Context: an optimization exercise on an open-source flow, tuned for small area, a short achievable clock period and few clock cycles. The choices shown serve that exercise and are no tape-out recipe. No run shown here included a check of the RTL's function; only the layout flow was run. Power is estimated from default activity; no workload was simulated.

File: flow/config.mk
export PLATFORM = sky130hd
export DESIGN_NAME = anc_w334_to_gump
export DESIGN_NICKNAME = anc_w334_to_gump
export VERILOG_FILES = /design/flow/design.v
export SDC_FILE = /design/flow/constraint.sdc
export NUM_CORES = 4
export LEC_CHECK = 0
export ABC_CLOCK_PERIOD_IN_PS = 3000
export CAP_MARGIN = 20
export CORE_MARGIN = 2
export CORE_UTILIZATION = 40
export CTS_CLUSTER_DIAMETER = 100
export CTS_CLUSTER_SIZE = 26
export SLEW_MARGIN = 20
File: flow/constraint.sdc
create_clock -name core_clock -period 10.0 [get_ports {clk}]
set_input_delay 2.0000 -clock core_clock [delete_from_list [all_inputs] [get_ports {clk}]]
set_output_delay 2.0000 -clock core_clock [all_outputs]
set_load 0.01 [all_outputs]
File: flow/design.v
module anc_w334_to_gump (
    input  wire        clk,
    input  wire        rst,
    input  wire        in_valid,
    output wire        in_ready,
    input  wire [31:0] in_data,
    input  wire        in_two,
    input  wire        in_last,
    input  wire [12:0] in_loc,
    output wire        out_valid,
    input  wire        out_ready,
    output wire [31:0] out_data,
    output wire [1:0]  out_cnt
);
    localparam S  = 133;         
    localparam [7:0] SM1 = S - 1;
    localparam [7:0] TAP = S - 3;   
    reg  [15:0] ring [0:S-1];
    wire [15:0] rw = ring[S-1];      
    wire [15:0] rt = ring[TAP];      
    function [7:0] modinc(input [7:0] x);
        modinc = (x == SM1) ? 8'd0 : x + 8'd1;
    endfunction
    reg [12:0] q_loc0, q_loc1;
    reg [7:0]  qa1;
    reg [1:0]  q_cnt;
    reg [7:0]  hage;
    reg        hread;            
    reg        patch;            
    reg        h_tap;            
    wire       patch0 = patch && (hage[7:3] == 5'd0);
    wire [15:0] ploc  = {3'b000, q_loc0};
    reg  [7:0] p_r;                  
    reg        r_at;                 
    reg  [7:0] occ;                  
    reg        occ_z, occ_S;         
    reg  [5:0] ccnt;                 
    reg        c_z;                  
    reg  [7:0] rj;                   
    reg        r_start;              
    reg  [7:0] rlast;                
    reg        rpar;                 
    reg  [7:0] rsum;
    reg  [6:0] rline;
    reg        ovalid;
    reg  [15:0] odata;
    reg        ocnt;
    wire r_byp   = r_start && c_z && h_tap;
    wire r_ok    = !r_start || !c_z || h_tap;
    wire rd      = r_at && !occ_z && r_ok && (!ovalid || out_ready);
    wire r_fin   = (rj == rlast) && (rj[7:2] != 6'd0 || rj[1:0] == 2'd3);
    wire [12:0] rloc = c_z ? q_loc0 : rt[12:0];
    wire [7:0]  rsum_a = rsum + rt[7:0];
    wire [7:0]  rsum_b = rsum_a + rt[15:8];
    reg        in_ready_r;
    reg  [7:0] p_w;                  
    reg        w_at;                 
    reg  [8:0] wcount;               
    reg  [7:0] lo;                   
    reg        flushp;               
    reg  [8:0] rem;                  
    reg  [7:0] hcur;                 
    reg  [7:0] nsw;                  
    reg        rej_r;                
    reg        ibv;
    reg  [7:0] wa, wb;
    reg        in2, inl;
    reg [12:0] ib_loc;
    assign in_ready = in_ready_r;
    wire take = in_valid && in_ready_r;
    wire       has_lo  = wcount[0];
    wire       discard = (wcount >= 9'd262);
    wire       nsw_z   = (nsw == 8'd0);
    wire eq1  = (rem == 9'd1);
    wire eq2  = (rem == 9'd2);
    wire dc_k = (wcount >= 9'd6);
    wire w5   = (wcount == 9'd5);
    wire len_ok = dc_k ? (in2 ? eq2 : eq1) : (w5 && in2 && (wa == 8'd0));
    wire can_proc = !rej_r && !flushp && !(inl && q_cnt == 2'd2) &&
                    (discard || (w_at && !occ_S));
    wire consume = ibv && can_proc;
    wire [8:0] rem_m1 = rem - 9'd1;
    wire [8:0] rem_m2 = rem - 9'd2;
    wire end_pkt = consume && inl;
    wire reject  = end_pkt && (discard || !len_ok);
    wire accept  = end_pkt && !reject;
    wire bw       = has_lo || in2 || inl;               
    wire wr_beat  = consume && !discard && bw;
    wire wr_flush = flushp && !rej_r && w_at && !occ_S;
    wire wr       = wr_beat || wr_flush;
    wire [15:0] wslot = has_lo ? {wa, lo} : {wb, wa};
    wire        is_h  = (wcount[8:1] == 8'd0);          
    wire [15:0] wslot_m = {wslot[15:13], is_h ? 13'd0 : wslot[12:0]};
    always @(posedge clk)
        ring[0] <= wr_beat ? wslot_m : (rw | (patch0 ? ploc : 16'd0));
    genvar gi;
    generate
        for (gi = 1; gi < S; gi = gi + 1) begin : g_ring
            if (gi % 8 == 0) begin : g_patch
                wire sel = patch && (hage[7:3] == gi / 8);
                always @(posedge clk)
                    ring[gi] <= ring[gi-1] | (sel ? ploc : 16'd0);
            end else begin : g_plain
                always @(posedge clk)
                    ring[gi] <= ring[gi-1];
            end
        end
    endgenerate
    wire       pop   = patch;
    wire       c_inc = patch && !hread;
    wire       c_dec = rd && r_start && !r_byp;
    wire [5:0] ccnt_n = (c_inc && !c_dec) ? ccnt + 6'd1 :
                        (c_dec && !c_inc) ? ccnt - 6'd1 : ccnt;
    wire [7:0] hpos   = hcur;                          
    wire [7:0] occ_p1 = occ + 8'd1;
    wire [7:0] occ_m1 = occ - 8'd1;
    wire [7:0] occ_r  = occ - nsw;                     
    wire [7:0] occ_rm = occ_r - 8'd1;
    wire [7:0] occ_n  = rej_r ? (rd ? occ_rm : occ_r) :
                        (wr && !rd) ? occ_p1 :
                        (rd && !wr) ? occ_m1 : occ;
    wire flushp_n = (flushp && !wr_flush && !rej_r) || (accept && has_lo && in2);
    wire [7:0] nsw_n = (accept || rej_r) ? 8'd0 : wr_beat ? nsw + 8'd1 : nsw;
    wire realign  = occ_z && !wr && !rej_r && (nsw_n == 8'd0) && !flushp_n;
    wire [7:0] p_w_inc = (p_w == SM1) ? 8'd0 : p_w + 8'd1;
    wire [7:0] p_r_inc = (p_r == SM1) ? 8'd0 : p_r + 8'd1;
    wire [7:0] p_w_n   = realign ? SM1 : rej_r ? hpos : wr ? p_w : p_w_inc;
    wire [7:0] p_r_n   = realign ? SM1 : rd ? p_r : p_r_inc;
    wire [8:0] wc_p1 = wcount + 9'd1;
    wire [8:0] wc_p2 = wcount + 9'd2;
    wire [8:0] wcount_n = end_pkt ? 9'd0 :
                          (consume && !discard) ? (in2 ? wc_p2 : wc_p1) : wcount;
    wire [1:0] q_left  = q_cnt - {1'b0, pop};          
    wire [1:0] q_cnt_n = q_left + {1'b0, accept};
    wire [7:0] rj_n = rd ? (r_fin ? 8'd0 : rj + 8'd1) : rj;
    wire [7:0] hage_inc = modinc(hage);
    wire [7:0] qa1_inc  = modinc(qa1);
    wire [7:0] hcur_inc = modinc(hcur);
    wire       from1    = pop && (q_cnt != 2'd1);
    wire       fromw    = !from1 && (q_left == 2'd0);
    wire [7:0] hage_n   = from1 ? qa1_inc : fromw ? hcur_inc : hage_inc;
    wire [7:0] qa1_n    = (accept && q_left == 2'd1) ? hcur_inc : qa1_inc;
    wire [7:0] hcur_n   = (wr_beat && nsw_z) ? 8'd1 : hcur_inc;
    wire       q_head_n = (q_cnt_n != 2'd0);
    wire occ_1      = (occ == 8'd1);
    wire occ_Sm1    = (occ == SM1);
    wire occ_z_n    = rej_r ? ((occ_r == 8'd0) || ((occ_r == 8'd1) && rd)) :
                      (occ_z && (wr == rd)) || (occ_1 && rd && !wr);
    wire occ_S_n    = !rej_r && ((occ_S && (wr == rd)) || (occ_Sm1 && wr && !rd));
    wire w_at_n     = (p_w_n == SM1);
    wire ibv_n      = take || (ibv && !consume);
    wire inl_n      = take ? in_last : inl;
    wire proc_pre_n = !reject && !flushp_n && !(inl_n && q_cnt_n == 2'd2);
    wire disc_n     = !end_pkt && (discard || (consume && ((wcount >= 9'd261) ||
                                                            (in2 && wcount == 9'd260))));
    wire full_p     = !rej_r && (occ_S || (occ_Sm1 && wr));
    wire can_proc_p = proc_pre_n && (disc_n || (w_at_n && !full_p));
    always @(posedge clk) begin
        if (rst) begin
            q_cnt      <= 2'd0;
            hread      <= 1'b0;
            patch      <= 1'b0;
            h_tap      <= 1'b0;
            p_r        <= SM1;
            r_at       <= 1'b0;
            occ        <= 8'd0;
            occ_z      <= 1'b1;
            occ_S      <= 1'b0;
            ccnt       <= 6'd0;
            c_z        <= 1'b1;
            rj         <= 8'd0;
            r_start    <= 1'b1;
            ovalid     <= 1'b0;
            p_w        <= SM1;
            w_at       <= 1'b1;
            wcount     <= 9'd0;
            flushp     <= 1'b0;
            nsw        <= 8'd0;
            rej_r      <= 1'b0;
            ibv        <= 1'b0;
            in_ready_r <= 1'b1;
        end else begin
            if (pop)
                q_loc0 <= q_loc1;
            if (accept) begin
                if (q_left == 2'd0)
                    q_loc0 <= ib_loc;
                else
                    q_loc1 <= ib_loc;
            end
            qa1   <= qa1_n;
            q_cnt <= q_cnt_n;
            hage  <= hage_n;
            patch <= q_head_n && (hage_n[2:0] == 3'd0);
            h_tap <= q_head_n && (from1 ? (qa1 == TAP) : fromw ? (hcur == TAP) : (hage == TAP));
            if (pop)
                hread <= 1'b0;
            else if (rd && r_byp)
                hread <= 1'b1;
            ccnt <= ccnt_n;
            c_z  <= (ccnt_n == 6'd0);
            if (out_ready)
                ovalid <= 1'b0;
            if (rd) begin
                ovalid <= 1'b1;
                ocnt   <= 1'b1;
                case (rj)
                    8'd0: begin
                        odata <= {2'b10, rloc[11], rloc[12], rloc[10:7], 8'hFF};
                        rline <= rloc[6:0];
                    end
                    8'd1: begin
                        odata <= {rt[15:8], 1'b0, rline};
                        rsum  <= rt[15:8];
                    end
                    8'd2: begin
                        odata <= rt;
                        rsum  <= rsum_b;
                        rlast <= {1'b0, rt[15:9]} + 8'd3;
                        rpar  <= rt[8];
                    end
                    default: begin
                        rsum <= rsum_b;
                        if (!r_fin)
                            odata <= rt;
                        else if (rpar)
                            odata <= {rsum_a, rt[7:0]};
                        else begin
                            odata <= {8'h00, rsum};
                            ocnt  <= 1'b0;
                        end
                    end
                endcase
            end
            rj      <= rj_n;
            r_start <= (rj_n == 8'd0);
            occ     <= occ_n;
            occ_z   <= occ_z_n;
            occ_S   <= occ_S_n;
            p_r     <= p_r_n;
            r_at    <= (p_r_n == TAP);
            if (consume)
                lo <= has_lo ? wb : wa;
            if (consume) begin
                if (w5)
                    rem <= in2 ? {1'b0, wa} : {1'b0, wa} + 9'd1;
                else if (in2 && (wcount == 9'd4))
                    rem <= {1'b0, wb} + 9'd1;
                else
                    rem <= in2 ? rem_m2 : rem_m1;
            end
            hcur <= hcur_n;
            wcount   <= wcount_n;
            nsw      <= nsw_n;
            flushp   <= flushp_n;
            rej_r    <= reject;
            p_w      <= p_w_n;
            w_at     <= w_at_n;
            ibv      <= ibv_n;
            in_ready_r <= !ibv_n || can_proc_p;
        end
    end
    always @(posedge clk) begin
        if (in_ready_r) begin
            wa     <= in_data[7:0];
            wb     <= in_data[23:16];
            in2    <= in_two;
            inl    <= in_last;
            ib_loc <= in_loc;
        end
    end
    assign out_valid = ovalid;
    assign out_data  = {16'b0, odata};
    assign out_cnt   = {1'b0, ocnt};
endmodule
File: flow/flow/run.sh
#!/bin/bash
set -euo pipefail
export SETUP_SLACK_MARGIN=6
export BUFFER_PORTS_ARGS="-buffer_cell sky130_fd_sc_hd__buf_4"
bash standard.sh > standard.log 2>&1
File: flow/standard.sh
#!/bin/bash
# synth_recipe.tcl (not shown) runs the flow's synth.tcl, then flattens the netlist and writes it again
# the make line also repeats each setting of config.mk as NAME=value (left out here)
make -C /OpenROAD-flow-scripts/flow DESIGN_CONFIG=/design/flow/config.mk WORK_HOME=/design/flow/orfs CLKGATE_MAP_FILE= SYNTH_SCRIPT=/design/flow/synth_recipe.tcl "${@:-finish}"
==> metrics.md, run 1 <==
| Metric | Value |
|---|---|
| Outcome | complete, no violations |
| Sequential fraction of the synthesis area | 0.846 |
| Die height | 381 um |
| Clock transition at the registers of the reported paths | 100 ps |
| Clock Latency Late Sink | 750 ps |
| Critical-path top delay cell | inv_1 |
| CP Launch Type | input port |
| IO Pins | 87 |
| Post-synthesis area per instance | 15.3 um2 |
| Clock sink count | 2,338 |
| Final estimated routing congestion in global placement | 0.814 |
| Clock root cell | clkbuf_16 |
| Layout cells sized above 1 | 0.0654 |
| Starting density of the core | 0.403 |
| Asr flop ratio synth | 0 |
| Post-synth EDFFs | 139 |
| Inst Count DP | 5,600 |
| CTS tree | built |
| CP Capture Point | occ[4] |
| Final worst-path cycle share | 0.382 |
| Max cap viols | 0 |
| Area growth, synth to finish | 9.57% |
| Synth top area cells | dfxtp_1 77%, edfxtp_1 7.3%, a21o_1 2.8% |
| Core ar. | 141,000 um2 |
| Fin nets | 3,935 |
| Crit path kind | input port to register |
| RSZ-0062 raised after global routing | yes |
| Worst EP arrival | 4460 ps |
| Flop2flop setup slack | 6250 ps |
| Setup ws final | 6180 ps |
| Routed len/inst | 14.9 um |
| Hold Fails Final Rpt | 0 |
| Antenna violations before repair | 9 |
| Setup TNS | 0 ps |
| Remaining global-route overflow | 0 |
| Cts-stage hold buffer count | 0 |
| Worst stage delay on the critical path | 590 ps |
| Clock buffer depth | 3 |
| Share of the synthesized area in the top cell type | 0.773 |
| Vias after detailed routing | 24,685 |
| Worst-Margin Slew | 1040 ps |
| Peak supply drop | 0.000162 V |
| Total GRT Usage | 0.117 |
| Crit path required time | 10,640 ps |
| Die ar. | 145,000 um2 |
| Leak pwr | 25.8 nW |
| DPL Wire Length | 51,500 um |
| Min-Delay Path Depth | 0 |
| Largest net degree at the start of global routing | 40 |
| Netlist cell types | 78 |
| Slew Limit Fails | 0 |
| Final wirelength | 85,400 um |
| Final ANT Viol Nets | 0 |
| DRT iter0 DRCs | 1,555 |
| Dominant cell type by area after synthesis | dfxtp_1 |
| Flops & latches, synth | 2,338 |
| Setup WS pre-CTS | 5350 ps |
| Port buffer count | 53 |
| Final setup viols | 0 |
| Classification of the worst-slack hold path | register to register |
| Worst Skew | 56.1 ps |
| FP Rows | 138 |
| Power per standard cell area | 237 nW/um2 |
| Tmin final | 3820 ps |
| CP max FO | 22 |
| R2R depth | 14 |
| Fmax | 262 MHz |
| HP Start | ring[2][3] |
| Setup crit start | out_ready |
| Global-route wire length before repair | 135,000 um |
| Relative slew slack | 0.309 |
| H-tree depth | 3 |
| Worst r2r src | wcount[2] |
| Die Width | 381 um |
| Synthesized area | 57,000 um2 |
| Yosys warnings | 2 |
| TritonRoute pass-1 iters | 5 |
| DRC | 0 |
| Worst r2r dst | occ[7] |
| Vias in the first global route | 23,988 |
| Drt via density | 4.31 |
| Final Non-Filler Cells | 5,729 |
| Main synth FF type | dfxtp_1 |
| Mapped Cells | 3,717 |
| CTS Buf Count | 101 |
| Crit end category | register |
| CP Cell Sequence | buf_4 > nand2b_4 > o211ai_1 > inv_1 > ha_1 > nand3b_1 > nor3_1 > a41oi_1 > xnor2_1 > nor2_1 > a311oi_1 |
-- cells in the final DEF, fill, tap and decap left out, types with 17 or more instances in the layout --
cell	netlist	layout
a21o_1	215	215
a21oi_1	80	80
buf_4	19	86
clkbuf_16	0	101
conb_1	1	17
dfxtp_1	2199	2197
edfxtp_1	139	139
ha_1	66	65
inv_1	54	54
mux2i_1	44	44
nand2_1	136	135
nand3_1	44	44
nor2_1	172	165
nor3_1	30	27
o21ai_0	70	70
xnor2_1	65	65
xor2_1	49	49
-- worst max-delay path: cells and delay by family --
family                   cells  cell delay, ps
adder cells (fa/ha/maj)      1             430
AND/OR/NAND/NOR              4             440
AO/OA/AOI/OAI                3             740
buffers and inverters        2             700
XOR/XNOR                     1             140
-- repair_timing --
item | in CTS | in global routing
setup buffers | 0 | 0
endpoints found under the hold margin | 0 | 0
setup endpoints to repair | 13 | 22
cloned | 0 | 2
gates resized for setup | 1 | 2
pin swaps | 0 | 1
-- through the flow --
stage / cell area (um2) / total power [mW] / hold slack (ps) / util
global route: 62400 / 15.4 / 309 / 0.441
detailed placement: 59600 / 10.5 / 312 / 0.421
floorplan: 57000 / 10.3 / 310 / -
CTS: 62400 / 15.0 / 306 / 0.441
finish: 62400 / 14.8 / 302 / 0.441
global placement: 59600 / 10.5 / 310 / 0.421
-- registers in the layout (all words and copies together) (netlist names), 9 cells and up --
name	count
ring	2128
q_loc1	13
odata	16
wcount	9
ib_loc	13
rem	9
q_loc0	13
-- synth_stat cells, drive strengths merged (3+ instances only) --
| cell | count |
|---|---|
| a211oi | 10 |
| a21o | 215 |
| a21oi | 81 |
| a221oi | 9 |
| a22oi | 7 |
| a311oi | 3 |
| a31oi | 5 |
| a32oi | 3 |
| a41oi | 3 |
| and2 | 14 |
| and3 | 15 |
| buf | 27 |
| clkbuf | 82 |
| dfxtp | 2199 |
| edfxtp | 139 |
| fa | 3 |
| ha | 66 |
| inv | 55 |
| mux2 | 14 |
| mux2i | 44 |
| nand2 | 136 |
| nand2b | 13 |
| nand3 | 45 |
| nand3b | 6 |
| nand4 | 16 |
| nor2 | 173 |
| nor2b | 14 |
| nor3 | 30 |
| nor3b | 3 |
| nor4 | 20 |
| o211ai | 10 |
| o21a | 7 |
| o21ai | 72 |
| o21bai | 3 |
| o22ai | 7 |
| o31ai | 5 |
| or2 | 7 |
| or3 | 8 |
| or4 | 4 |
| xnor2 | 65 |
| xor2 | 49 |
-- worst min path at each step --
| stage | end |
|---|---|
| global route | ring[3][3] |
| detailed placement | ring[132][12] |
| floorplan | ring[100][0] |
| global placement | ring[81][3] |
| finish | ring[3][3] |
| CTS | ring[35][2] |
-- power by group --
part	total (mW)	switching, mW	internal, mW	leakage [nW]
Clock	4.55	2.66	1.90	1.36
Sequential	9.78	0.132	9.64	19.0
Combinational	0.493	0.299	0.194	5.44
-- area by class of cell --
cell class	count	area, um2
fillers	12547	79000
inverters	56	210
clock inverters	12	206
well taps	1890	2360
diodes	1	2.50
repair buffers	86	646
flip-flops and latches	2338	48200
multi-input cells	1232	8200
clock buffers	114	2590
-- per-layer routing --
| layer | part of all wire | up-vias | global-route usage |
|---|---|---|---|
| met3 | 0.041 | 119 | 0.0223 |
| met5 | 0 | - | 0 |
| met4 | 0.025 | 0 | 0.0361 |
| li1 | - | 12323 | - |
| met1 | 0.52 | 11925 | 0.171 |
| met2 | 0.42 | 318 | 0.176 |
-- logic make-up after synthesis --
logic type	Yosys count	synth area share
other	1	0.0000658
AO/OA/AOI/OAI	461	0.0555
flip-flops	2338	0.846
AND/OR/NAND/NOR	511	0.0426
buffers and inverters	165	0.0121
multiplexers	58	0.0105
adder cells (fa/ha/maj)	69	0.0156
XOR/XNOR	114	0.0175
==> inputs of run 2 (changes only) <==
--- a/flow/design.v
+++ b/flow/design.v
@@ -42,16 +42,40 @@
     reg        rpar;                 
     reg  [7:0] rsum;
     reg  [6:0] rline;
-    reg        ovalid;
+    reg        ovalid;               
     reg  [15:0] odata;
     reg        ocnt;
+    reg        svalid;               
+    reg  [15:0] sdata;
+    reg        scnt;
     wire r_byp   = r_start && c_z && h_tap;
     wire r_ok    = !r_start || !c_z || h_tap;
-    wire rd      = r_at && !occ_z && r_ok && (!ovalid || out_ready);
+    wire rd      = r_at && !occ_z && r_ok && !svalid;
     wire r_fin   = (rj == rlast) && (rj[7:2] != 6'd0 || rj[1:0] == 2'd3);
     wire [12:0] rloc = c_z ? q_loc0 : rt[12:0];
     wire [7:0]  rsum_a = rsum + rt[7:0];
     wire [7:0]  rsum_b = rsum_a + rt[15:8];
+    reg  [15:0] rdata;
+    reg         rcnt;
+    always @(*) begin
+        rcnt  = 1'b1;
+        case (rj)
+            8'd0:    rdata = {2'b10, rloc[11], rloc[12], rloc[10:7], 8'hFF};
+            8'd1:    rdata = {rt[15:8], 1'b0, rline};
+            8'd2:    rdata = rt;
+            default: begin
+                if (!r_fin)
+                    rdata = rt;
+                else if (rpar)
+                    rdata = {rsum_a, rt[7:0]};
+                else begin
+                    rdata = {8'h00, rsum};
+                    rcnt  = 1'b0;
+                end
+            end
+        endcase
+    end
+    wire load_o = !ovalid || out_ready;
     reg        in_ready_r;
     reg  [7:0] p_w;                  
     reg        w_at;                 
@@ -171,6 +195,7 @@
             rj         <= 8'd0;
             r_start    <= 1'b1;
             ovalid     <= 1'b0;
+            svalid     <= 1'b0;
             p_w        <= SM1;
             w_at       <= 1'b1;
             wcount     <= 9'd0;
@@ -199,37 +224,26 @@
                 hread <= 1'b1;
             ccnt <= ccnt_n;
             c_z  <= (ccnt_n == 6'd0);
-            if (out_ready)
-                ovalid <= 1'b0;
+            ovalid <= (ovalid && !out_ready) || svalid || rd;
+            svalid <= ovalid && !out_ready && (svalid || rd);
+            if (load_o) begin
+                odata <= svalid ? sdata : rdata;
+                ocnt  <= svalid ? scnt : rcnt;
+            end
+            if (ovalid && !out_ready && rd) begin
+                sdata <= rdata;
+                scnt  <= rcnt;
+            end
             if (rd) begin
-                ovalid <= 1'b1;
-                ocnt   <= 1'b1;
                 case (rj)
-                    8'd0: begin
-                        odata <= {2'b10, rloc[11], rloc[12], rloc[10:7], 8'hFF};
-                        rline <= rloc[6:0];
-                    end
-                    8'd1: begin
-                        odata <= {rt[15:8], 1'b0, rline};
-                        rsum  <= rt[15:8];
-                    end
+                    8'd0: rline <= rloc[6:0];
+                    8'd1: rsum  <= rt[15:8];
                     8'd2: begin
-                        odata <= rt;
                         rsum  <= rsum_b;
                         rlast <= {1'b0, rt[15:9]} + 8'd3;
                         rpar  <= rt[8];
                     end
-                    default: begin
-                        rsum <= rsum_b;
-                        if (!r_fin)
-                            odata <= rt;
-                        else if (rpar)
-                            odata <= {rsum_a, rt[7:0]};
-                        else begin
-                            odata <= {8'h00, rsum};
-                            ocnt  <= 1'b0;
-                        end
-                    end
+                    default: rsum <= rsum_b;
                 endcase
             end
             rj      <= rj_n;
==> metrics.md, run 2 <==
| Metric | Value |
|---|---|
| Outcome | complete, no violations |
| Slew Limit Fails | 0 (unchanged) |
| Asr flop ratio synth | 0 (unchanged) |
| Relative slew slack | 0.274 (-0.0349) |
| Sequential fraction of the synthesis area | 0.844 (-0.00223) |
| Final worst-path cycle share | 0.376 (-0.00613) |
| Largest register FFs | 2,128 (unchanged) |
| Port buffer count | 53 (unchanged) |
| CTS tree | built |
| Fin nets | 3,957 (+0.56%) |
| Yosys warnings | 2 (unchanged) |
| DRT iter0 DRCs | 1,481 (-4.8%) |
| Power per standard cell area | 241 nW/um2 (+1.5%) |
| Final setup viols | 0 (unchanged) |
| Die ar. | 147,000 um2 (+1.4%) |
| Drt via density | 4.33 (+0.53%) |
| Hold Path End | ring[82][15] |
| Main synth FF type | dfxtp_1 |
| Setup ws final | 6240 ps (+61.3 ps) |
| Min-Delay Path Depth | 0 (unchanged) |
| Worst r2r src | in2 |
| Max cap viols | 0 (unchanged) |
| R2R depth | 14 (unchanged) |
| Dominant cell type by area after synthesis | dfxtp_1 |
| Starting density of the core | 0.402 (about the same) |
| Crit end category | output port |
| Simple-Gate Fraction of Synth Area | 0.0411 (-0.00153) |
| Share of the synthesized area in the top cell type | 0.763 (-0.0101) |
| Most flop-heavy register | ring |
| CTS Buf Count | 102 (+0.99%) |
| Vias after detailed routing | 24,972 (+1.2%) |
| Leak pwr | 26.1 nW (+1.2%) |
| Routed len/inst | 14.8 um (-0.87%) |
| Die height | 384 um (+0.68%) |
| Crit path required time | 8000 ps (-2640 ps) |
| HP Start | ring[81][15] |
| Die Width | 384 um (+0.68%) |
| CP max FO | 33 (+50%) |
| Clock Latency Late Sink | 760 ps (about the same) |
| Area growth, synth to finish | 9.59% (about the same) |
| Largest regs | ring x2128, odata x16, sdata x16 |
| Top-count cell post-synth | dfxtp_1 |
| Flop2flop setup slack | 6400 ps (+150 ps) |
| Setup TNS | 0 ps (unchanged) |
| Worst EP arrival | 1760 ps (-2700 ps) |
| Worst r2r dst | occ[6] |
| Setup crit start | in_ready_r |
| Most common cell after layout, fill and taps aside | dfxtp_1 |
| Post-synthesis area per instance | 15.4 um2 (+0.61%) |
| Clock sink count | 2,356 (+0.77%) |
| Flops & latches, synth | 2,356 (+0.77%) |
| Worst Skew | 76.3 ps (+20.1 ps) |
| Global-route wire length before repair | 136,000 um (+0.87%) |
| Mux cell area share after synthesis | 0.0143 (+0.00376) |
| Post-synth top cells | 2,200 x dfxtp_1, 215 x a21o_1, 156 x edfxtp_1 |
| RSZ-0062 raised after global routing | no |
| CP Launch Type | register |
| Fmax | 266 MHz (+1.6%) |
| H-tree depth | 3 (unchanged) |
| Final estimated routing congestion in global placement | 0.810 (-0.42%) |
| Setup WS pre-CTS | 5750 ps (+397 ps) |
| Synth Area in Compound Gates | 0.0549 (-0.000598) |
| DPL Wire Length | 51,400 um (-0.21%) |
| Synth top area cells | dfxtp_1 76%, edfxtp_1 8.1%, a21o_1 2.8% |
| Largest family of logic cells by synthesized area | compound AO/OA/AOI/OAI gates |
| Mapped Cells | 3,745 (+0.75%) |
| XOR/XNOR share of the synthesized area | 0.0174 (-0.0000849) |
| Crit path kind | register to output port |
| Peak supply drop | 0.000182 V (+12%) |
| Post-CTS Setup Repair Bufs | 0 (unchanged) |
| Antenna violations before repair | 4 (-5) |
| TritonRoute pass-1 iters | 5 (unchanged) |
| Netlist cell types | 81 (+3.8%) |
| Final wirelength | 85,100 um (-0.25%) |
| Synthesized area | 57,700 um2 (+1.4%) |
| Layout cells sized above 1 | 0.0725 (+0.00712) |
| Tmin final | 3760 ps (-61.3 ps) |
| Adder-cell share of the synthesized area | 0.0153 (-0.000210) |
| Worst-Margin Slew | 1080 ps (+45.1 ps) |
| Final ANT Viol Nets | 0 (unchanged) |
| Cts-stage hold buffer count | 0 (unchanged) |
| Largest net degree at the start of global routing | 36 (-10%) |
| Commonest non-fill, non-tap cells in the layout | 2,199 x dfxtp_1, 215 x a21o_1, 156 x edfxtp_1 |
| Core ar. | 143,000 um2 (+1.5%) |
| Vias in the first global route | 24,499 (+2.1%) |
| Hold Fails Final Rpt | 0 (unchanged) |
| FP Rows | 139 (+0.72%) |
| Clock transition at the registers of the reported paths | 110 ps (about the same) |
| IO Pins | 87 (unchanged) |
| Total GRT Usage | 0.116 (-0.00102) |
| Post-synth EDFFs | 156 (+12%) |
| Clock buffer depth | 3 (unchanged) |
| Clock root cell | clkbuf_16 |
| Classification of the worst-slack hold path | register to register |
| DRC | 0 (unchanged) |
| Remaining global-route overflow | 0 (unchanged) |
## run 2: changes by cell type after synthesis, moves of 7 or more
cell      delta
nand4_1     +10
nor2_1      -40
o22ai_1     +11
mux2_2      +16
nand2_1      +8
buf_1       +10
and2_1       -7
nand2b_1     -8
edfxtp_1    +17
a21oi_1     -15
## run 2: worst max path at each step
stage                          end  depth (start not counted)
final                     in_ready                          2
after global routing        occ[7]                         14
after CTS                   occ[7]                         14
after detailed placement    p_w[7]                          5
after global placement      p_w[7]                          5
after floorplan               scnt                          2
## run 2: timing repair
action | 4_1_cts | 5_1_grt
gates resized for setup | 0 | 3
setup endpoints to repair | 0 | 5
endpoints found under the hold margin | 0 | 0
## run 2: area by class of cell
class	instances	area (um2)
clock buffer	114	2620
multi-input combinational	1230	8360
fill	12599	80200
timing repair buffer	92	688
sequential	2356	48700
clock inverter	14	285
tap	1903	2380
inverter	55	215
antenna	1	2.50
## run 2: per-layer routing
metal	up-vias	part of all wire	GRT usage
li1	12436	-	-
met1	12061	0.52	0.172
met2	336	0.41	0.172
met3	135	0.038	0.0224
met4	4	0.022	0.0324
met5	-	0.00043	0
## run 2: worst max-delay path: stages, from the launching register on
cell	delay (ps)
dfxtp_2	330
buf_4	460
buf_4	220
## run 2: where the power goes
part	switching, mW	total (mW)	leakage, nW	internal [mW]
Combinational	0.418	0.693	5.51	0.275
Clock	2.70	4.65	1.42	1.95
Sequential	0.158	9.91	19.2	9.75
Total	3.28	15.3	26.1	12.0
## run 2: cell families after synthesis
| kind of cell | after synthesis |
|---|---|
| and+or+nand+nor | 488 |
| xor gates and xnor gates | 115 |
| AOI/OAI and AO/OA | 463 |
| other | 1 |
| muxes | 78 |
| adders and majority gates | 69 |
| buffers and inverters | 175 |
| DFF | 2356 |
## run 2: stage by stage
step / hold slack, ps / utilization / total power [mW] / area, um2 / std cells
detailed placement: 312 / 0.421 / 10.8 / 60400 / 5635
floorplan: 310 / - / 10.6 / 57800 / 3761
CTS: 274 / 0.441 / 15.5 / 63300 / 5763
finish: 284 / 0.441 / 15.3 / 63300 / 5765
global route: 269 / 0.441 / 15.9 / 63300 / 5764
global placement: 310 / 0.421 / 10.8 / 60300 / 5635
==> inputs of run 3 (changes only) <==
--- a/flow/design.v
+++ b/flow/design.v
@@ -275,7 +275,7 @@
         end
     end
     always @(posedge clk) begin
-        if (in_ready_r) begin
+        if (!ibv || consume) begin
             wa     <= in_data[7:0];
             wb     <= in_data[23:16];
             in2    <= in_two;
==> metrics.md, run 3 <==
| Metric | Value |
|---|---|
| Main synth FF type | dfxtp_1 |
| GRT met2 Usage | 0.166 (-0.00570) |
| Mapped Cells | 3,747 (+0.053%) |
| Post-synth EDFFs | 156 (unchanged) |
| Clock Latency Late Sink | 750 ps (about the same) |
| Final setup viols | 0 (unchanged) |
| Largest regs | ring x2128, odata x16, sdata x16 |
| Power consumption | 14.9 mW (-2.5%) |
| Area growth, synth to finish | 9.59% (about the same) |
| Asr flop ratio synth | 0 (unchanged) |
| Combinational share of power | 0.031 (-0.014) |
| Antenna violations before repair | 6 (+2) |
| Netlist cell types | 83 (+2.5%) |
| Leak pwr | 26.1 nW (-0.14%) |
| RSZ-0062 raised after global routing | no |
| Die height | 384 um (about the same) |
| Flops & latches, synth | 2,356 (unchanged) |
| TritonRoute pass-1 iters | 5 (unchanged) |
| Layout cells sized above 1 | 0.0688 (-0.00370) |
| Cts-stage hold buffer count | 0 (unchanged) |
| Placed instance area | 60,300 um2 (about the same) |
| Relative slew slack | 0.327 (+0.0527) |
| Int Pwr | 11.8 mW (-1.6%) |
| Critical-path top delay cell | dfxtp_1 |
| Clock root cell | clkbuf_16 |
| H-tree depth | 3 (unchanged) |
| Remaining global-route overflow | 0 (unchanged) |
| Crit path required time | 10,640 ps (+2640 ps) |
| Fin nets | 3,955 (-0.051%) |
| Fin area | 63,300 um2 (about the same) |
| Yosys warnings | 2 (unchanged) |
| CP max FO | 25 (-24%) |
| Global-route wire length before repair | 135,000 um (-0.92%) |
| Largest net degree at the start of global routing | 35 (-2.8%) |
| IO Pins | 87 (unchanged) |
| Worst EP arrival | 4330 ps (+2570 ps) |
| CTS Buf Count | 102 (unchanged) |
| Clock buffer depth | 3 (unchanged) |
| FP Rows | 139 (unchanged) |
| Gr busiest metal | met1 |
| Crit path kind | register to register |
| Final worst-path cycle share | 0.369 (-0.00743) |
| Worst-Margin Slew | 1010 ps (-70.8 ps) |
| DPL Wire Length | 50,500 um (-1.8%) |
| Worst stage delay on the critical path | 890 ps (+430 ps) |
| Drt via density | 4.32 (-0.18%) |
| Die Width | 384 um (about the same) |
| Post-synth top cells | 2,200 x dfxtp_1, 216 x a21o_1, 156 x edfxtp_1 |
| Commonest non-fill, non-tap cells in the layout | 2,200 x dfxtp_1, 216 x a21o_1, 156 x edfxtp_1 |
| Final wirelength | 84,700 um (-0.47%) |
| Sequential share of power | 0.656 (+0.006) |
| Top-count cell post-synth | dfxtp_1 |
| Setup TNS | 0 ps (unchanged) |
| Total GRT Usage | 0.115 (-0.000976) |
| CTS tree | built |
| Routed len/inst | 14.7 um (-0.52%) |
| Peak supply drop | 0.000169 V (-6.8%) |
| Most common cell after layout, fill and taps aside | dfxtp_1 |
| DRT iter0 DRCs | 1,559 (+5.3%) |
| DRC | 0 (unchanged) |
| Final estimated routing congestion in global placement | 0.815 (+0.59%) |
| Met3 track demand over resource | 0.0198 (-0.00264) |
| Vias after detailed routing | 24,940 (-0.13%) |
| Crit end category | register |
| Synthesized area | 57,700 um2 (about the same) |
| Share of the synthesized area in the top cell type | 0.763 (about the same) |
| Most flop-heavy register | ring |
| Max cap viols | 0 (unchanged) |
| Vias in the first global route | 24,199 (-1.2%) |
| Clock sink count | 2,356 (unchanged) |
| Core ar. | 143,000 um2 (unchanged) |
| Tmin final | 3690 ps (-74.3 ps) |
| Dominant cell type by area after synthesis | dfxtp_1 |
| Power per standard cell area | 235 nW/um2 (-2.5%) |
| Hold slack final | 292 ps (+8.52 ps) |
| Slew Limit Fails | 0 (unchanged) |
| CP Launch Type | register |
| Diode count | 0 (-1) |
| Post-synthesis area per instance | 15.4 um2 (about the same) |
| Starting density of the core | 0.402 (about the same) |
| Clk network pwr share | 0.312 (+0.007) |
| Outcome | complete, no violations |
| Largest register FFs | 2,128 (unchanged) |
| Sw Ratio | 0.208 (-0.00760) |
| Clock transition at the registers of the reported paths | 100 ps (about the same) |
| Classification of the worst-slack hold path | register to register |
| Synth top area cells | dfxtp_1 76%, edfxtp_1 8.1%, a21o_1 2.8% |
| Sw power | 3.08 mW (-6.0%) |
| Sequential fraction of the synthesis area | 0.844 (about the same) |
| Final ANT Viol Nets | 0 (unchanged) |
| Worst Skew | 65.2 ps (-11.1 ps) |
| Die ar. | 147,000 um2 (about the same) |
| Hold Fails Final Rpt | 0 (unchanged) |
| Met1 Usage GRT | 0.174 (+0.00157) |
| Fmax | 271 MHz (+2.0%) |
| Port buffer count | 53 (unchanged) |
| CP Cell Sequence | and3b_1 > or4b_1 > clkinv_4 > and3_4 > nor2_1 > nand4_1 > o22ai_2 > xnor2_1 > a41o_1 |
## run 3: layer usage
metal	vias to the layer above	part of all wire
met5	-	0
met4	0	0.026
met3	128	0.041
met2	391	0.41
met1	11976	0.53
li1	12445	-
## run 3: cells by family after synthesis
kind of cell | share of synthesized area
AO/OA/AOI/OAI | 0.0552
adder cells (fa/ha/maj) | 0.0153
AND/OR/NAND/NOR | 0.0417
multiplexers | 0.0137
flip-flops | 0.844
buffers and inverters | 0.0128
XOR/XNOR | 0.0174
other | 0.0000649
## run 3: final timing paths
kind                                  start           to  cells after the start  slack, ps
worst min register to register  ring[14][9]  ring[15][9]                      0        290
worst max register to register          c_z          c_z                      9       6310
worst max-delay path                    c_z          c_z                      9       6310
worst min-delay path            ring[14][9]  ring[15][9]                      0        290
## run 3: metrics by stage
stage | instances | worst slack, ps | util
after floorplan | 3763 | 6140 | -
after global placement | 5634 | 5680 | 0.420
after detailed placement | 5634 | 5710 | 0.420
after CTS | 5768 | 6050 | 0.441
after global routing | 5768 | 6050 | 0.441
final | 5768 | 6310 | 0.441
## run 3: repair_timing
action                                  CTS  global route
setup buffers                             0             0
endpoints found under the setup margin    1             7
gates resized for setup                   1             4
endpoints found under the hold margin     0             0
## run 3: cell type report
class	instances	area (um2)
flip-flops and latches	2356	48700
fillers	12705	80200
clock inverters	11	235
multi-input cells	1234	8400
repair buffers	85	642
clock buffers	123	2680
inverters	56	215
well taps	1903	2380
## run 3: power by group through the flow
| stage | Combinational (mW) | Clock [mW] | Sequential, mW |
|---|---|---|---|
| after global placement | 0.464 | 0 | 9.97 |
| final | 0.467 | 4.64 | 9.76 |
| after detailed placement | 0.466 | 0 | 9.97 |
| after CTS | 0.469 | 4.83 | 9.76 |
| after global routing | 0.525 | 5.16 | 9.78 |
| after floorplan | 0.352 | 0 | 9.93 |
## run 3: critical path: cells and delay by family, from the launching register on
family	cells	cell delay, ps
flops	1	890
simple gates	5	1790
compound gates	2	440
buf+inv	1	370
xor+xnor	1	100
==> inputs of run 4 (changes only) <==
==> flow/flow/run.sh (replaced) <==
#!/bin/bash
set -euo pipefail
export SETUP_SLACK_MARGIN=6.9
export BUFFER_PORTS_ARGS="-buffer_cell sky130_fd_sc_hd__buf_4"
bash standard.sh > standard.log 2>&1
==> metrics.md, run 4 <==
| Metric | Value |
|---|---|
| Outcome | complete, no violations |
| Sw power | 3.10 mW (+0.60%) |
| Sequential share of power | 0.656 (about the same) |
| Fin nets | 3,982 (+0.68%) |
| RSZ-0062 raised after global routing | yes |
| DRT iter0 DRCs | 1,425 (-8.6%) |
| CP Cell Sequence | buf_6 |
| Hold Fails Final Rpt | 0 (unchanged) |
| Most common cell after layout, fill and taps aside | dfxtp_1 |
| Area growth, synth to finish | 10.4% |
| Final setup viols | 0 (unchanged) |
| Worst EP arrival | 1360 ps (-2970 ps) |
| Fmax | 298 MHz (+9.8%) |
| Worst stage delay on the critical path | 440 ps (-450 ps) |
| Final worst-path cycle share | 0.336 (-0.0329) |
| Largest register FFs | 2,128 (unchanged) |
| Antenna violations before repair | 6 (unchanged) |
| Netlist cell types | 83 (unchanged) |
| Die ar. | 147,000 um2 (unchanged) |
| Clock buffer depth | 3 (unchanged) |
| Total GRT Usage | 0.117 (+0.00233) |
| Post-synth EDFFs | 156 (unchanged) |
| Die Width | 384 um (unchanged) |
| Worst r2r dst | in_ready_r |
| Flops & latches, synth | 2,356 (unchanged) |
| FP Rows | 139 (unchanged) |
| Int Pwr | 11.8 mW (about the same) |
| Post-route core utilization | 0.444 (+0.00327) |
| TritonRoute pass-1 iters | 5 (unchanged) |
| Vias in the first global route | 24,561 (+1.5%) |
| Classification of the worst-slack hold path | register to register |
| Worst r2r src | wcount[5] |
| Placed instance area | 60,400 um2 (+0.17%) |
| Hold slack final | 288 ps (-4.03 ps) |
| Core ar. | 143,000 um2 (unchanged) |
| Combinational share of power | 0.033 (+0.002) |
| Largest net degree at the start of global routing | 51 (+46%) |
| Final wirelength | 86,000 um (+1.5%) |
| H-tree depth | 3 (unchanged) |
| CP max FO | 1 (-96%) |
| Cts-stage hold buffer count | 0 (unchanged) |
| Clock root cell | clkbuf_16 |
| Remaining global-route overflow | 0 (unchanged) |
| Clock Latency Late Sink | 760 ps (about the same) |
| Crit end category | output port |
| CTS Buf Count | 102 (unchanged) |
| Port buffer count | 53 (unchanged) |
| Peak supply drop | 0.000166 V (-1.8%) |
| Global-route wire length before repair | 137,000 um (+1.9%) |
| Fin area | 63,800 um2 (+0.74%) |
| Setup ws final | 6640 ps (+329 ps) |
| Asr flop ratio synth | 0 (unchanged) |
| Synth top area cells | dfxtp_1 76%, edfxtp_1 8.1%, a21o_1 2.8% |
| Hold Path End | ring[122][9] |
| Flop2flop setup slack | 6880 ps (+570 ps) |
| CP Launch Type | register |
| Power per standard cell area | 233 nW/um2 (-0.65%) |
| Dominant cell type by area after synthesis | dfxtp_1 |
| Worst-Margin Slew | 994 ps (-15.7 ps) |
| Main synth FF type | dfxtp_1 |
| CTS tree | built |
| Commonest non-fill, non-tap cells in the layout | 2,194 x dfxtp_1, 216 x a21o_1, 156 x edfxtp_1 |
| Share of the synthesized area in the top cell type | 0.763 (unchanged) |
| Slew Limit Fails | 0 (unchanged) |
| Setup TNS | 0 ps (unchanged) |
| Largest regs | ring x2128, odata x16, sdata x16 |
| Worst Skew | 68.4 ps (+3.21 ps) |
| Routed len/inst | 14.8 um (+1.0%) |
| Mapped Cells | 3,747 (unchanged) |
| Critical-path top delay cell | edfxtp_1 |
| Clock sink count | 2,356 (unchanged) |
| HP Start | ring[121][9] |
| Yosys warnings | 2 (unchanged) |
| Inst Count DP | 5,639 (+0.089%) |
| Tmin final | 3360 ps (-329 ps) |
| Synthesized area | 57,700 um2 (unchanged) |
| DRC | 0 (unchanged) |
| Max cap viols | 0 (unchanged) |
| Sw Ratio | 0.209 (+0.00106) |
| Buf/Inv on CP | 1 (unchanged) |
| R2R depth | 11 (+2) |
| Layout cells sized above 1 | 0.0820 (+0.0132) |
| Power consumption | 14.9 mW (about the same) |
| Final estimated routing congestion in global placement | 0.817 (+0.29%) |
| Final ANT Viol Nets | 0 (unchanged) |
| Sequential fraction of the synthesis area | 0.844 (unchanged) |
| Setup WS pre-CTS | 6190 ps (+477 ps) |
| IO Pins | 87 (unchanged) |
| Relative slew slack | 0.337 (+0.0104) |
| DPL Wire Length | 50,500 um (about the same) |
| Drt via density | 4.34 (+0.47%) |
| Final Non-Filler Cells | 5,794 (+0.45%) |
| Post-synthesis area per instance | 15.4 um2 (unchanged) |
| Die height | 384 um (unchanged) |
| Clk network pwr share | 0.311 (about the same) |
| Vias after detailed routing | 25,171 (+0.93%) |
| Most flop-heavy register | ring |
| Clock transition at the registers of the reported paths | 110 ps (about the same) |
| Top-count cell post-synth | dfxtp_1 |
| Min-Delay Path Depth | 0 (unchanged) |
| Leak pwr | 26.3 nW (+0.95%) |
| Crit path kind | register to output port |
| Crit path required time | 8000 ps (-2640 ps) |
| Starting density of the core | 0.402 (unchanged) |
| Top delay family on crit path | flip-flops |
| Post-synth top cells | 2,200 x dfxtp_1, 216 x a21o_1, 156 x edfxtp_1 |
run 4: changes by cell type in the layout (fill, tap and decap cells not counted), sizes merged:
| cell | change |
|---|---|
| buf | +26 |
| clkinv | +1 |
| bufbuf | +1 |
| inv | +1 |
| clkinvlp | -1 |
| clkbuf | -3 |
| diode | +1 |
run 4: cell type report:
type	count	area, um2
diodes	1	2.50
clock buffers	120	2640
clock inverters	12	245
fillers	12634	79700
inverters	56	218
multi-input cells	1234	8570
flip-flops and latches	2356	48700
well taps	1903	2380
repair buffers	112	953
run 4: how the worst max path moves through the flow:
stage                         start           to  cells after the start
after floorplan           wcount[0]       occ[7]                     19
after global placement    wcount[0]   in_ready_r                     11
after detailed placement  wcount[0]   in_ready_r                     11
after CTS                  odata[5]  out_data[5]                      1
after global routing       odata[6]  out_data[6]                      1
final                      odata[5]  out_data[5]                      1
run 4: cell families after synthesis:
kind of cell    Yosys count  synth area share
simple gates            496            0.0417
fa+ha+maj                69            0.0153
other cells               1         0.0000649
xor+xnor                115            0.0174
buf+inv                 173            0.0128
mux                      75            0.0137
flops                  2356             0.844
compound gates          462            0.0552
run 4: routing by layer:
layer / vias to the layer above / GRT usage / wire length, um
li1: 12497 / - / -
met1: 12192 / 0.177 / 45400
met2: 353 / 0.170 / 35100
met3: 129 / 0.0214 / 3370
met4: 0 / 0.0359 / 2110
met5: - / 0 / 0
run 4: what timing repair did:
action / in CTS / in global routing
endpoints found under the setup margin: 102 / 50
resized for setup: 39 / 27
buffers inserted: 4 / 17
pin swaps: 1 / 14
gates cloned: 1 / 0
run 4: power groups by stage:
stage	Clock, mW	Combinational (mW)	Sequential, mW
global placement	0	0.464	9.98
detailed placement	0	0.466	9.97
CTS	4.80	0.480	9.76
finish	4.63	0.493	9.76
floorplan	0	0.356	9.93
global route	5.12	0.547	9.79
==> inputs of run 5 (changes only) <==
--- a/flow/design.v
+++ b/flow/design.v
@@ -36,22 +36,21 @@
     reg        occ_z, occ_S;         
     reg  [5:0] ccnt;                 
     reg        c_z;                  
-    reg  [7:0] rj;                   
+    reg  [1:0] rj;                   
     reg        r_start;              
-    reg  [7:0] rlast;                
+    reg  [7:0] rleft;                
     reg        rpar;                 
     reg  [7:0] rsum;
     reg  [6:0] rline;
+    reg  [16:0] oq0, oq1;
+    reg        oq_w, oq_r;           
+    reg  [1:0] oq_n;                 
     reg        ovalid;               
-    reg  [15:0] odata;
-    reg        ocnt;
-    reg        svalid;               
-    reg  [15:0] sdata;
-    reg        scnt;
+    reg  [16:0] ohead;
     wire r_byp   = r_start && c_z && h_tap;
     wire r_ok    = !r_start || !c_z || h_tap;
-    wire rd      = r_at && !occ_z && r_ok && !svalid;
-    wire r_fin   = (rj == rlast) && (rj[7:2] != 6'd0 || rj[1:0] == 2'd3);
+    wire rd      = r_at && !occ_z && r_ok && (oq_n != 2'd2);
+    wire r_fin   = (rj == 2'd3) && (rleft == 8'd1);
     wire [12:0] rloc = c_z ? q_loc0 : rt[12:0];
     wire [7:0]  rsum_a = rsum + rt[7:0];
     wire [7:0]  rsum_b = rsum_a + rt[15:8];
@@ -60,9 +59,9 @@
     always @(*) begin
         rcnt  = 1'b1;
         case (rj)
-            8'd0:    rdata = {2'b10, rloc[11], rloc[12], rloc[10:7], 8'hFF};
-            8'd1:    rdata = {rt[15:8], 1'b0, rline};
-            8'd2:    rdata = rt;
+            2'd0:    rdata = {2'b10, rloc[11], rloc[12], rloc[10:7], 8'hFF};
+            2'd1:    rdata = {rt[15:8], 1'b0, rline};
+            2'd2:    rdata = rt;
             default: begin
                 if (!r_fin)
                     rdata = rt;
@@ -75,7 +74,9 @@
             end
         endcase
     end
-    wire load_o = !ovalid || out_ready;
+    wire       o_pop  = ovalid && out_ready;
+    wire [1:0] o_left = oq_n - {1'b0, o_pop};          
+    wire       o_rn   = oq_r ^ o_pop;
     reg        in_ready_r;
     reg  [7:0] p_w;                  
     reg        w_at;                 
@@ -156,7 +157,7 @@
                           (consume && !discard) ? (in2 ? wc_p2 : wc_p1) : wcount;
     wire [1:0] q_left  = q_cnt - {1'b0, pop};          
     wire [1:0] q_cnt_n = q_left + {1'b0, accept};
-    wire [7:0] rj_n = rd ? (r_fin ? 8'd0 : rj + 8'd1) : rj;
+    wire [1:0] rj_n = rd ? (r_fin ? 2'd0 : (rj == 2'd3) ? rj : rj + 2'd1) : rj;
     wire [7:0] hage_inc = modinc(hage);
     wire [7:0] qa1_inc  = modinc(qa1);
     wire [7:0] hcur_inc = modinc(hcur);
@@ -192,10 +193,12 @@
             occ_S      <= 1'b0;
             ccnt       <= 6'd0;
             c_z        <= 1'b1;
-            rj         <= 8'd0;
+            rj         <= 2'd0;
             r_start    <= 1'b1;
             ovalid     <= 1'b0;
-            svalid     <= 1'b0;
+            oq_n       <= 2'd0;
+            oq_w       <= 1'b0;
+            oq_r       <= 1'b0;
             p_w        <= SM1;
             w_at       <= 1'b1;
             wcount     <= 9'd0;
@@ -224,30 +227,31 @@
                 hread <= 1'b1;
             ccnt <= ccnt_n;
             c_z  <= (ccnt_n == 6'd0);
-            ovalid <= (ovalid && !out_ready) || svalid || rd;
-            svalid <= ovalid && !out_ready && (svalid || rd);
-            if (load_o) begin
-                odata <= svalid ? sdata : rdata;
-                ocnt  <= svalid ? scnt : rcnt;
-            end
-            if (ovalid && !out_ready && rd) begin
-                sdata <= rdata;
-                scnt  <= rcnt;
-            end
+            if (rd && !oq_w)
+                oq0 <= {rcnt, rdata};
+            if (rd && oq_w)
+                oq1 <= {rcnt, rdata};
+            oq_w   <= oq_w ^ rd;
+            oq_r   <= o_rn;
+            oq_n   <= o_left + {1'b0, rd};
+            ovalid <= (o_left != 2'd0) || rd;
+            ohead  <= (o_left == 2'd0) ? {rcnt, rdata} : (o_rn ? oq1 : oq0);
             if (rd) begin
                 case (rj)
-                    8'd0: rline <= rloc[6:0];
-                    8'd1: rsum  <= rt[15:8];
-                    8'd2: begin
+                    2'd0: rline <= rloc[6:0];
+                    2'd1: rsum  <= rt[15:8];
+                    2'd2: begin
                         rsum  <= rsum_b;
-                        rlast <= {1'b0, rt[15:9]} + 8'd3;
+                        rleft <= {1'b0, rt[15:9]} + 8'd1;    
                         rpar  <= rt[8];
                     end
                     default: rsum <= rsum_b;
                 endcase
             end
             rj      <= rj_n;
-            r_start <= (rj_n == 8'd0);
+            r_start <= (rj_n == 2'd0);
+            if (rd && rj == 2'd3)
+                rleft <= rleft - 8'd1;
             occ     <= occ_n;
             occ_z   <= occ_z_n;
             occ_S   <= occ_S_n;
@@ -284,6 +288,6 @@
         end
     end
     assign out_valid = ovalid;
-    assign out_data  = {16'b0, odata};
-    assign out_cnt   = {1'b0, ocnt};
+    assign out_data  = {16'b0, ohead[15:0]};
+    assign out_cnt   = {1'b0, ohead[16]};
 endmodule
--- a/flow/config.mk
+++ b/flow/config.mk
@@ -8,7 +8,7 @@
 export ABC_CLOCK_PERIOD_IN_PS = 3000
 export CAP_MARGIN = 20
 export CORE_MARGIN = 2
-export CORE_UTILIZATION = 40
+export CORE_UTILIZATION = 60
 export CTS_CLUSTER_DIAMETER = 100
 export CTS_CLUSTER_SIZE = 26
 export SLEW_MARGIN = 20
==> metrics.md, run 5 <==
| Metric | Value |
|---|---|
| Crit path kind | register to output port |
| Inst Count DP | 5,042 (-11%) |
| Hold Fails Final Rpt | 0 (unchanged) |
| Vias in the first global route | 25,787 (+5.0%) |
| Die Width | 316 um (-18%) |
| Area growth, synth to finish | 8.78% |
| IO Pins | 87 (unchanged) |
| Routed len/inst | 17.8 um (+20%) |
| Hold Path End | ring[117][11] |
| Synthesized area | 58,400 um2 (+1.1%) |
| Worst EP arrival | 1300 ps (-60 ps) |
| Netlist cell types | 83 (unchanged) |
| Largest register FFs | 2,128 (unchanged) |
| Post-synth EDFFs | 173 (+11%) |
| Most flop-heavy register | ring |
| CTS tree | built |
| Clock Latency Late Sink | 710 ps (-50 ps) |
| Critical-path top delay cell | edfxtp_1 |
| Clock root cell | clkbuf_16 |
| Top-count cell post-synth | dfxtp_1 |
| CP Cell Sequence | buf_6 |
| TritonRoute pass-1 iters | 5 (unchanged) |
| H-tree depth | 3 (unchanged) |
| CP max FO | 1 (unchanged) |
| Mapped Cells | 3,783 (+0.96%) |
| Peak supply drop | 0.000186 V (+12%) |
| DPL Wire Length | 54,300 um (+7.5%) |
| Final estimated routing congestion in global placement | 0.816 (-0.18%) |
| Slew Limit Fails | 0 (unchanged) |
| Top delay family on crit path | flip-flops |
| CTS Buf Count | 103 (+0.98%) |
| Largest net degree at the start of global routing | 63 (+24%) |
| Sequential fraction of the synthesis area | 0.843 (-0.00113) |
| Total GRT Usage | 0.186 (+0.0684) |
| Drt via density | 4.91 (+13%) |
| Flops & latches, synth | 2,370 (+0.59%) |
| Leak pwr | 26.6 nW (+0.93%) |
| Power per standard cell area | 239 nW/um2 (+2.3%) |
| Core ar. | 96,600 um2 (-33%) |
| Final wirelength | 92,100 um (+7.1%) |
| Worst Skew | 25.2 ps (-43.2 ps) |
| Commonest non-fill, non-tap cells in the layout | 2,187 x dfxtp_1, 213 x a21o_1, 175 x nor2_1 |
| RSZ-0062 raised after global routing | yes |
| Clock buffer depth | 3 (unchanged) |
| Final setup viols | 0 (unchanged) |
| Vias after detailed routing | 25,478 (+1.2%) |
| Crit end category | output port |
| Post-synthesis area per instance | 15.4 um2 (about the same) |
| Global-route wire length before repair | 145,000 um (+5.5%) |
| Clock sink count | 2,370 (+0.59%) |
| CP Launch Type | register |
| Flop2flop setup slack | 6950 ps (+70 ps) |
| Starting density of the core | 0.604 (+0.202) |
| Most common cell after layout, fill and taps aside | dfxtp_1 |
| Port buffer count | 53 (unchanged) |
| Worst-Margin Slew | 1020 ps (+25.8 ps) |
| Final worst-path cycle share | 0.330 (-0.00561) |
| Max cap viols | 0 (unchanged) |
| Buf/Inv on CP | 1 (unchanged) |
| DRT iter0 DRCs | 1,450 (+1.8%) |
| Relative slew slack | 0.320 (-0.0179) |
| Tmin final | 3300 ps (-56.1 ps) |
| Layout cells sized above 1 | 0.0780 (-0.00400) |
| Share of the synthesized area in the top cell type | 0.754 (-0.00903) |
| Asr flop ratio synth | 0 (unchanged) |
| Main synth FF type | dfxtp_1 |
| DRC | 0 (unchanged) |
| Final ANT Viol Nets | 0 (unchanged) |
| Yosys warnings | 2 (unchanged) |
| Fmax | 303 MHz (+1.7%) |
| Worst stage delay on the critical path | 450 ps (about the same) |
| Synth top area cells | dfxtp_1 75%, edfxtp_1 8.9%, a21o_1 2.7% |
| Min-Delay Path Depth | 0 (unchanged) |
| Cts-stage hold buffer count | 0 (unchanged) |
| Fin nets | 4,008 (+0.65%) |
| Die height | 316 um (-18%) |
| Worst r2r dst | rsum[7] |
| HP Start | ring[116][11] |
| Worst r2r src | rsum[0] |
| Die ar. | 99,800 um2 (-32%) |
| FP Rows | 114 (-18%) |
| Outcome | complete, no violations |
| Crit path required time | 8000 ps (about the same) |
| Post-synth top cells | 2,197 x dfxtp_1, 213 x a21o_1, 181 x nor2_1 |
| Setup TNS | 0 ps (unchanged) |
| Clock transition at the registers of the reported paths | 110 ps (about the same) |
| Classification of the worst-slack hold path | register to register |
| Remaining global-route overflow | 0 (unchanged) |
| Final Non-Filler Cells | 5,189 (-10%) |
| R2R depth | 14 (+3) |
| Dominant cell type by area after synthesis | dfxtp_1 |
| Post-route core utilization | 0.657 (+0.213) |
| Antenna violations before repair | 3 (-3) |
| Power consumption | 15.2 mW (+1.9%) |
run 5: changes by cell type after synthesis, sizes merged, moves of 10 or more:
cell    delta
nor2      +53
nor2b     +11
and2      -10
mux2i     +17
edfxtp    +17
a21oi     +50
mux2      -14
nand2     -52
o21ai     -25
run 5: cells by family after synthesis:
| family | after synthesis | share of synthesized area |
|---|---|---|
| DFF | 2370 | 0.843 |
| and+or+nand+nor | 493 | 0.0417 |
| AOI/OAI and AO/OA | 484 | 0.0562 |
| buffers and inverters | 169 | 0.0124 |
| xor gates and xnor gates | 117 | 0.0176 |
| muxes | 78 | 0.0137 |
| adders and majority gates | 71 | 0.0156 |
| other | 1 | 0.0000643 |
run 5: stage by stage:
stage               hold slack (ps)  cell area, um2  setup slack [ps]
floorplan                       310           58600              6770
CTS                             315           63200              6640
global placement                310           60200              6130
detailed placement              312           60300              6100
global route                    324           63500              6630
finish                          319           63500              6700
run 5: worst max-delay path by stage:
stage / slack, ps / endpoint / startpoint / depth (start not counted)
6_report: 6700 / out_data[0] / ohead[0] / 1
5_1_grt: 6630 / out_data[0] / ohead[0] / 1
4_1_cts: 6640 / out_data[0] / ohead[0] / 1
3_5_place_dp: 6100 / rpar / rst / 4
3_3_place_gp: 6130 / p_w[0] / rst / 5
2_1_floorplan: 6770 / q_loc1[0] / rst / 3
run 5: area by class of cell:
cell class,count,area (um2)
Tap cell,1276,1600
Fill cell,6715,33100
Sequential cell,2370,49200
Clock inverter,9,181
Clock buffer,120,2720
Timing Repair Buffer,102,837
Antenna cell,3,7.51
Inverter,49,205
Multi-Input combinational cell,1260,8750
run 5: routing by layer:
| metal | global-route usage | part of all wire |
|---|---|---|
| met4 | 0.0516 | 0.024 |
| met2 | 0.284 | 0.44 |
| met3 | 0.0293 | 0.036 |
| met5 | 0 | 0 |
| met1 | 0.277 | 0.50 |
run 5: what timing repair did:
item                                    4_1_cts  5_1_grt
buffers inserted                              2       13
gates resized for setup                      26       29
pin swaps                                     2       11
endpoints found under the setup margin       45       46
run 5: report_power, final:
part	total [mW]	switching (mW)	internal (mW)
combinational	0.588	0.349	0.240
sequential	9.91	0.125	9.79
clock	4.66	2.70	1.96
total	15.2	3.17	12.0
==> inputs of run 6 (changes only) <==
--- a/flow/config.mk
+++ b/flow/config.mk
@@ -8,7 +8,7 @@
 export ABC_CLOCK_PERIOD_IN_PS = 3000
 export CAP_MARGIN = 20
 export CORE_MARGIN = 2
-export CORE_UTILIZATION = 60
+export CORE_UTILIZATION = 40
 export CTS_CLUSTER_DIAMETER = 100
 export CTS_CLUSTER_SIZE = 26
 export SLEW_MARGIN = 20
==> metrics.md, run 6 <==
| Metric | Value |
|---|---|
| IO Pins | 87 (unchanged) |
| Slew Limit Fails | 0 (unchanged) |
| Antenna violations before repair | 8 (+5) |
| Clock buffer depth | 3 (unchanged) |
| Setup TNS | 0 ps (unchanged) |
| DPL Wire Length | 51,900 um (-4.4%) |
| Leak pwr | 26.7 nW (+0.30%) |
| Commonest non-fill, non-tap cells in the layout | 2,189 x dfxtp_1, 213 x a21o_1, 177 x nor2_1 |
| Min-Delay Path Depth | 0 (unchanged) |
| Worst-Margin Slew | 1130 ps (+106 ps) |
| Most flop-heavy register | ring |
| Die height | 386 um (+22%) |
| Gr busiest metal | met1 |
| Global-route wire length before repair | 137,000 um (-5.0%) |
| Mapped Cells | 3,783 (unchanged) |
| Tmin final | 3300 ps (-4.01 ps) |
| Layout cells sized above 1 | 0.0810 (+0.00301) |
| Netlist cell types | 83 (unchanged) |
| Final setup viols | 0 (unchanged) |
| Cts-stage hold buffer count | 0 (unchanged) |
| Outcome | complete, no violations |
| CP Cell Sequence | buf_6 |
| Post-synth EDFFs | 173 (unchanged) |
| Share of the synthesized area in the top cell type | 0.754 (unchanged) |
| Relative slew slack | 0.239 (-0.0804) |
| Worst stage delay on the critical path | 420 ps (-30 ps) |
| Asr flop ratio synth | 0 (unchanged) |
| Worst EP arrival | 1300 ps (about the same) |
| DRT iter0 DRCs | 1,430 (-1.4%) |
| Crit path required time | 8000 ps (about the same) |
| Classification of the worst-slack hold path | register to register |
| Met1 Usage GRT | 0.175 (-0.101) |
| Buf/Inv on CP | 1 (unchanged) |
| Diode count | 0 (-3) |
| Most common cell after layout, fill and taps aside | dfxtp_1 |
| R2R depth | 12 (-2) |
| HP Start | ring[37][7] |
| Yosys warnings | 2 (unchanged) |
| Worst r2r dst | rsum[7] |
| Hold Path End | ring[38][7] |
| Core ar. | 145,000 um2 (+50%) |
| Largest net degree at the start of global routing | 63 (unchanged) |
| CTS tree | built |
| Largest register FFs | 2,128 (unchanged) |
| Clock root cell | clkbuf_16 |
| Vias after detailed routing | 25,480 (+0.0078%) |
| Top-count cell post-synth | dfxtp_1 |
| Final wirelength | 87,500 um (-5.0%) |
| Clock Latency Late Sink | 750 ps (+40 ps) |
| Final ANT Viol Nets | 0 (unchanged) |
| CTS Buf Count | 103 (unchanged) |
| GRT met2 Usage | 0.174 (-0.110) |
| Worst r2r src | rsum[0] |
| Final Non-Filler Cells | 5,842 (+13%) |
| FP Rows | 140 (+23%) |
| Main synth FF type | dfxtp_1 |
| Synth top area cells | dfxtp_1 75%, edfxtp_1 8.9%, a21o_1 2.7% |
| Starting density of the core | 0.402 (-0.202) |
| Die ar. | 149,000 um2 (+49%) |
| Area growth, synth to finish | 10.5% |
| Crit path kind | register to output port |
| Port buffer count | 53 (unchanged) |
| CP max FO | 1 (unchanged) |
| Max cap viols | 0 (unchanged) |
| Die Width | 386 um (+22%) |
| Vias in the first global route | 24,301 (-5.8%) |
| Peak supply drop | 0.000171 V (-7.9%) |
| Sequential fraction of the synthesis area | 0.843 (unchanged) |
| TritonRoute pass-1 iters | 5 (unchanged) |
| RSZ-0062 raised after global routing | yes |
| Post-synth top cells | 2,197 x dfxtp_1, 213 x a21o_1, 181 x nor2_1 |
| Worst Skew | 61.8 ps (+36.6 ps) |
| Post-synthesis area per instance | 15.4 um2 (unchanged) |
| Inst Count DP | 5,684 (+13%) |
| Dominant cell type by area after synthesis | dfxtp_1 |
| Hold Fails Final Rpt | 0 (unchanged) |
| CP Launch Type | register |
| Remaining global-route overflow | 0 (unchanged) |
| Crit end category | output port |
| Synthesized area | 58,400 um2 (unchanged) |
| Clock sink count | 2,370 (unchanged) |
| Power per standard cell area | 235 nW/um2 (-1.4%) |
| H-tree depth | 3 (unchanged) |
| Critical-path top delay cell | edfxtp_1 |
| Total GRT Usage | 0.117 (-0.0686) |
| Routed len/inst | 15.0 um (-16%) |
| Final estimated routing congestion in global placement | 0.812 (-0.47%) |
| Top delay family on crit path | flip-flops |
| Clock transition at the registers of the reported paths | 100 ps (about the same) |
| Flop2flop setup slack | 6950 ps (about the same) |
| Final worst-path cycle share | 0.330 (-0.000401) |
| Drt via density | 4.36 (-11%) |
| Fmax | 303 MHz (+0.12%) |
| Flops & latches, synth | 2,370 (unchanged) |
| Met3 track demand over resource | 0.0202 (-0.00910) |
| DRC | 0 (unchanged) |
| Fin nets | 4,016 (+0.20%) |
run 6: cell families after synthesis:
| kind of cell | after synthesis | share of synthesized area |
|---|---|---|
| flip-flops | 2370 | 0.843 |
| AND/OR/NAND/NOR | 493 | 0.0417 |
| AO/OA/AOI/OAI | 484 | 0.0562 |
| buffers and inverters | 169 | 0.0124 |
| XOR/XNOR | 117 | 0.0176 |
| multiplexers | 78 | 0.0137 |
| adder cells (fa/ha/maj) | 71 | 0.0156 |
| other | 1 | 0.0000643 |
run 6: worst max-delay path by stage:
stage          startpoint          end  slack, ps  cells after the start
6_report         ohead[2]  out_data[2]       6700                      1
5_1_grt          ohead[5]  out_data[5]       6610                      1
4_1_cts          ohead[2]  out_data[2]       6620                      1
3_5_place_dp          rst       p_r[3]       5950                      5
3_3_place_gp          rst       p_r[3]       5970                      5
2_1_floorplan         rst    q_loc1[0]       6770                      3
run 6: area by class of cell:
| type | instances | area, um2 |
|---|---|---|
| repair buffers | 110 | 985 |
| clock buffers | 123 | 2690 |
| clock inverters | 13 | 215 |
| well taps | 1917 | 2400 |
| flip-flops and latches | 2370 | 49200 |
| multi-input cells | 1260 | 8770 |
| fillers | 12782 | 80800 |
| inverters | 49 | 205 |
run 6: routing by layer:
layer,routed length (um),share of wire
met1,45800,0.52
met2,36700,0.42
met3,3150,0.036
met4,1850,0.021
met5,0,0
run 6: worst register-to-register path, stage by stage (launching register included):
cell and delay [ps]:
edfxtp_1 410, ha_2 220, fa_2 400, a21o_1 180
a21oi_2 140, buf_4 130, xnor2_1 170, ha_1 300
o21a_1 140, o41a_1 320, xnor2_1 170, nor2_1 70
xnor2_1 160
run 6: power breakdown:
group	internal [mW]	switching [mW]	total (mW)
Sequential	9.79	0.124	9.91
Combinational	0.254	0.340	0.595
Clock	1.95	2.72	4.66
Total	12.0	3.18	15.2
run 6: timing repair:
action                     in CTS  in global routing
cloned                          2                  0
setup buffers                   7                 13
pin swaps                       4                 24
resized for setup              41                 30
setup endpoints to repair      89                 89
run 6: through the flow:
step | util | setup WS, ps | area, um2 | power (mW) | hold slack, ps
after floorplan | - | 6770 | 58600 | 10.5 | 310
after global placement | 0.421 | 5970 | 61100 | 10.7 | 310
after detailed placement | 0.421 | 5950 | 61100 | 10.7 | 312
after CTS | 0.442 | 6620 | 64200 | 15.4 | 293
after global routing | 0.444 | 6610 | 64500 | 15.8 | 302
final | 0.444 | 6700 | 64500 | 15.2 | 294

[what the ideal ports hide]
Ports are ideal in the flow. The routed layouts listed here were re-timed in OpenROAD.
Step 1 (the two cells are an assumption about what drives the block):
set clk [get_ports {clk}]
set_driving_cell -lib_cell sky130_fd_sc_hd__clkbuf_16 $clk
set_driving_cell -lib_cell sky130_fd_sc_hd__buf_2 [delete_from_list [all_inputs] $clk]
Step 2 also shifts input and output timing later by t, the mid clock arrival at the registers, as if the neighbouring blocks saw the same clock.
a / b / c = no drivers / after step 1 / after step 2; a / b = the first two.
run | t (ns) | slack for setup (ns) | worst hold slack (ns) | clock arrival spread, ns | slew at the worst register clock pin (ns)
run 1 | 0.806 | 6.178 / 6.127 / 5.436 | 0.302 / 0.302 / 0.302 | 0.058 / 0.058 | 0.11 / 0.11
run 2 | 0.789 | 6.239 / 6.171 / 5.774 | 0.284 / 0.284 / 0.284 | 0.087 / 0.087 | 0.11 / 0.11
run 3 | 0.791 | 6.314 / 6.314 / 5.716 | 0.292 / 0.292 / 0.292 | 0.068 / 0.068 | 0.11 / 0.11
run 4 | 0.800 | 6.643 / 6.573 / 6.252 | 0.288 / 0.288 / 0.288 | 0.095 / 0.095 | 0.11 / 0.11
run 5 | 0.768 | 6.699 / 6.634 / 6.323 | 0.319 / 0.319 / 0.319 | 0.031 / 0.031 | 0.12 / 0.12
run 6 | 0.789 | 6.703 / 6.633 / 6.281 | 0.294 / 0.294 / 0.294 | 0.064 / 0.064 | 0.11 / 0.11
After both steps setup and hold are still met in every run listed. The setup slack of run 1, which loses most, moves by -0.051 ns with the drivers and by -0.742 ns with both steps.
